This design comes from an exercise in tuning for small area on the open sky130 flow, not from production work. Function was checked by simulation only, so behaviour that the tests miss may differ from the original.

Setup of job 105:
==> flow/design.v <==
module ir_pulse_encoder (
    input  wire        clk,
    input  wire        rst,           
    input  wire        cmd_valid,
    output wire        cmd_ready,
    input  wire [31:0] cmd_data,
    output wire        rsp_valid,
    output wire [2:0]  rsp_code,
    output wire        pay_req,
    output wire [15:0] pay_addr,
    input  wire        pay_ack,
    input  wire [7:0]  pay_data,
    output wire        drv_valid,
    output wire [31:0] drv_q0,
    output wire [31:0] drv_q1,
    output wire [31:0] drv_q2,
    input  wire        drv_done,
    input  wire        drv_fault
);
    localparam [4:0] S_W0    = 5'd8,
                     S_CHECK = 5'd9,
                     S_PRD   = 5'd10,
                     S_PACK  = 5'd11,
                     S_END   = 5'd12,
                     S_FLT   = 5'd13,
                     S_RING  = 5'd16,
                     S_DRV   = 5'd24;
    localparam [2:0] N_HM = 3'd0, N_FREQ = 3'd1, N_BM = 3'd2, N_W1 = 3'd3,
                     N_HS = 3'd4, N_OS = 3'd5, N_ZS = 3'd6, N_GAP = 3'd7;
    reg [4:0]  s;
    reg [2:0]  c;                
    reg        order;
    reg [7:0]  duty;
    reg [31:0] r0, r1, r2, r3, r4, r5, r6, r7;
    reg [15:0] addr;             
    reg [2:0]  bcnt;             
    wire       pos_clr;          
    wire       pos_inc;          
    wire       illegal = bcnt[0];
    wire       take_w0 = (s == S_W0) && cmd_valid;
    wire       w0_illegal = (cmd_data[31:24] != 8'h01) || (cmd_data[23:9] != 15'd0);
    wire [18:0] pos_next = pos_clr ? 19'd0 : {addr, bcnt} + {18'd0, pos_inc};
    wire [2:0] idx      = s[2:0];
    wire       in_load  = (s[4:3] == 2'b00);
    wire       in_ring  = (s[4:3] == 2'b10);
    wire       in_drv   = (s[4:3] == 2'b11);
    wire       at_slot  = (c == idx);
    wire       at_w1    = (c == N_BM);           
    wire       bytes_done = (addr == ~r6[15:0]);
    wire       last_iter  = (r6[31:16] == 16'hFFFF);
    assign cmd_ready = (s == S_W0) || (in_load && at_slot);
    wire take = cmd_valid && cmd_ready;
    wire at_freq  = at_w1;                       
    wire bad_freq = (r0 == 32'hFFFFFFFF);
    wire bad_duty = (duty > 8'd100);
    wire refuse   = illegal | bad_freq | bad_duty;
    assign rsp_valid = ((s == S_CHECK) && at_freq && refuse) ||
                       ((s == S_END) && at_w1 && last_iter) || (s == S_FLT);
    assign rsp_code  = (s == S_CHECK) ? (illegal  ? 3'd5 :
                                         bad_freq ? 3'd1 : 3'd2) :
                       (s == S_FLT)   ? 3'd4 : 3'd0;
    assign pay_req  = (s == S_PRD);
    assign pay_addr = addr;
    wire is_hm   = (idx == N_HM);
    wire is_bm   = (idx == N_BM);
    wire is_mark = ~idx[0] & ~idx[2];            
    assign drv_valid = in_ring && at_slot && !(is_bm && bytes_done);
    assign drv_q0    = {is_mark, 23'd0, duty & {8{is_mark}}};
    assign drv_q1    = ~r7;
    assign drv_q2    = (~r6 & {32{is_hm}}) | (~r0 & {32{is_bm}});
    wire [2:0] bpos    = order ? bcnt : ~bcnt;
    wire       pay_bit = pay_data[bpos];
    wire next_iter = (s == S_END) && at_w1 && !last_iter;
    assign pos_clr = ((s == S_CHECK) && at_freq) || ((s == S_END) && at_w1);
    assign pos_inc = in_drv && drv_done && !drv_fault && (idx == N_OS || idx == N_ZS);
    always @(posedge clk) begin
        {addr, bcnt} <= {pos_next[18:1], take_w0 ? w0_illegal : pos_next[0]};
    end
    always @(posedge clk) begin
        r0 <= (in_load && at_slot && cmd_valid) ? ~cmd_data : r7;
        r1 <= r0;
        r2 <= r1;
        r3 <= r2;
        r4 <= r3;
        r5 <= r4;
        r6 <= r5;
        r7 <= {r6[31:16] + {15'd0, next_iter}, r6[15:0]};
    end
    always @(posedge clk) begin
        if (rst) begin
            s <= S_W0;
            c <= 3'd0;
        end else begin
            c <= c + 3'd1;
            case (s)
            S_W0: if (cmd_valid) begin
                order   <= cmd_data[8];
                duty    <= cmd_data[7:0];
                s       <= {2'b00, N_W1};
            end
            S_CHECK: if (at_freq) s <= refuse ? S_W0 : S_RING + N_HM;
            S_PRD: s <= S_PACK;
            S_PACK: if (pay_ack) s <= pay_bit ? S_RING + N_OS : S_RING + N_ZS;
            S_END: if (at_w1) s <= last_iter ? S_W0 : S_RING + N_HM;
            S_FLT: s <= S_W0;
            default: begin
                if (in_load) begin
                    if (take) begin
                        case (idx)
                        N_W1:  s <= {2'b00, N_FREQ};
                        N_FREQ: s <= {2'b00, N_HM};
                        N_HM:  s <= {2'b00, N_HS};
                        N_HS:  s <= {2'b00, N_BM};
                        N_BM:  s <= {2'b00, N_OS};
                        N_OS:  s <= {2'b00, N_ZS};
                        N_ZS:  s <= {2'b00, N_GAP};
                        default: s <= S_CHECK;
                        endcase
                    end
                end else if (in_ring) begin
                    if (at_slot) s <= (is_bm && bytes_done) ? S_RING + N_GAP
                                                            : S_DRV + {2'b00, idx};
                end else if (in_drv) begin
                    if (drv_done) begin
                        if (drv_fault) s <= S_FLT;
                        else case (idx)
                        N_HM:  s <= S_RING + N_HS;
                        N_HS:  s <= S_RING + N_BM;
                        N_BM:  s <= S_PRD;
                        N_GAP: s <= S_END;
                        default: s <= S_RING + N_BM;   
                        endcase
                    end
                end else begin
                    s <= S_W0;
                end
            end
            endcase
        end
    end
endmodule
Settings: LEC_CHECK=0, CAP_MARGIN=20, CORE_MARGIN=2, CORE_UTILIZATION=65, PLACE_DENSITY=0.75, SLEW_MARGIN=20; clock period 5.0 ns.
standard.sh (not shown) runs the stock make flow with config.mk's settings and CLKGATE_MAP_FILE= SYNTH_SCRIPT=/design/flow/synth_recipe.tcl, a recipe that flattens the netlist after the stock synthesis.
==> flow/flow/run.sh <==
#!/bin/bash
# Own layout flow: the standard ORFS flow (standard.sh, with the standard flow's
# synthesis script synth_recipe.tcl, floorplan, power grid, placement and
# routing) with these knobs:
#  - ABC maps the logic with an area-oriented script (flow/abc_map.script:
#    &nf with a relaxed delay target) instead of ORFS's delay-oriented
#    abc_speed.script. ORFS picks the script from $SCRIPTS_DIR, so the flow
#    runs on a copy of ORFS's scripts folder in which only abc_speed.script
#    is replaced. Registers are mapped before ABC runs and are untouched.
#    A register Yosys leaves unnamed gets a numbered name that depends on the
#    cell count, so the flow first runs the standard synthesis unchanged and
#    gives each register its name from there (flow/match_names.py);
#  - the port buffers are the smallest buffer, sky130_fd_sc_hd__buf_1;
#  - constant outputs share one tie cell (no tie fanout repair);
set -euo pipefail
here=$(pwd)
results="$here/orfs/results/$FLOW_PLATFORM/ir_pulse_encoder/base"

# reference: the standard synthesis, for the register names
bash standard.sh synth > standard_synth.log 2>&1
cp "$results/1_2_yosys.v" "$here/reference_yosys.v"
rm -rf "$here/orfs"

rm -rf "$here/orfs_scripts"
cp -r --preserve=mode "$FLOW_HOME/scripts" "$here/orfs_scripts"
cp "$here/flow/abc_map.script" "$here/orfs_scripts/abc_speed.script"
CTS="-sink_clustering_enable -repair_clock_nets -dont_use_dummy_load"
CTS="$CTS -buf_list sky130_fd_sc_hd__clkbuf_4"
CTS="$CTS -sink_clustering_size 11 -sink_clustering_max_diameter 40"
knobs=("SCRIPTS_DIR=$here/orfs_scripts"
       "BUFFER_PORTS_ARGS=-buffer_cell sky130_fd_sc_hd__buf_1"
       "SKIP_REPAIR_TIE_FANOUT=1"
       "CTS_ARGS=$CTS")

bash standard.sh "${knobs[@]}" "$results/1_2_yosys.v" > standard_flow_synth.log 2>&1
python3 "$here/flow/match_names.py" "$here/reference_yosys.v" "$results/1_2_yosys.v" > match_names.log 2>&1
bash standard.sh "${knobs[@]}" finish > standard_flow.log 2>&1
Other scripts of this flow, unchanged in this note and not shown: flow/flow/abc_map.script, flow/flow/match_names.py
The final layout from job 105, which completed every stage, passed the timing, design-rule and antenna checks at the end of the flow.
Here is what was changed in the inputs of job 101 compared with job 105.
diff --git a/flow/design.v b/flow/design.v
--- a/flow/design.v
+++ b/flow/design.v
@@ -29,6 +29,7 @@
                      N_HS = 3'd4, N_OS = 3'd5, N_ZS = 3'd6, N_GAP = 3'd7;
     reg [4:0]  s;
     reg [2:0]  c;                
+    reg        illegal;
     reg        order;
     reg [7:0]  duty;
     reg [31:0] r0, r1, r2, r3, r4, r5, r6, r7;
@@ -36,10 +37,6 @@
     reg [2:0]  bcnt;             
     wire       pos_clr;          
     wire       pos_inc;          
-    wire       illegal = bcnt[0];
-    wire       take_w0 = (s == S_W0) && cmd_valid;
-    wire       w0_illegal = (cmd_data[31:24] != 8'h01) || (cmd_data[23:9] != 15'd0);
-    wire [18:0] pos_next = pos_clr ? 19'd0 : {addr, bcnt} + {18'd0, pos_inc};
     wire [2:0] idx      = s[2:0];
     wire       in_load  = (s[4:3] == 2'b00);
     wire       in_ring  = (s[4:3] == 2'b10);
@@ -74,7 +71,7 @@
     assign pos_clr = ((s == S_CHECK) && at_freq) || ((s == S_END) && at_w1);
     assign pos_inc = in_drv && drv_done && !drv_fault && (idx == N_OS || idx == N_ZS);
     always @(posedge clk) begin
-        {addr, bcnt} <= {pos_next[18:1], take_w0 ? w0_illegal : pos_next[0]};
+        {addr, bcnt} <= pos_clr ? 19'd0 : {addr, bcnt} + {18'd0, pos_inc};
     end
     always @(posedge clk) begin
         r0 <= (in_load && at_slot && cmd_valid) ? ~cmd_data : r7;
@@ -94,6 +91,7 @@
             c <= c + 3'd1;
             case (s)
             S_W0: if (cmd_valid) begin
+                illegal <= (cmd_data[31:24] != 8'h01) || (cmd_data[23:9] != 15'd0);
                 order   <= cmd_data[8];
                 duty    <= cmd_data[7:0];
                 s       <= {2'b00, N_W1};
--- outcome ---
Job 101 | status: complete | timing, DRC, antenna: pass. For starting utilization of the core area, job 105 and job 101 come out practically identical. Comparing job 105 against job 101, there is no change at all in logic depth of the worst register-to-register path. Job 101 ends up with a count of flip-flops with a built-in enable after synthesis that is 1 higher than in job 105. Share of the final layout cell area in sequential cells: job 101 higher than job 105. Summary — gate count after technology mapping, job 101 relative to job 105: lower, by 6. Looking at wire length, job 101 sits about 0.6% lower than job 105 does.

-- port drivers added, routing unchanged --
Ports are ideal in the flow. The routed layouts listed here were re-timed in OpenROAD.
Step 1, drivers: a clkbuf_16 drives clk and a buf_2 each remaining input, both assumed.
Step 2 adds t to the input delays and takes it off the output delays; t is the mean of the earliest and latest rising clock arrival at the registers after step 1. Input paths then give back, and output paths get back, about the clock's delay inside the block.
Three values: ideal ports, drivers, drivers and shift; two values: the first two.
run	t, ns	setup WS [ns]	slew at the worst register clock pin (ns)	worst data-port slew with drivers (ns)
job 105	0.613	0.762 / 0.728 / 1.087	0.12 / 0.12	0.04
job 101	0.607	1.228 / 1.192 / 1.458	0.11 / 0.11	0.04
After both steps setup and hold are still met in every run listed.
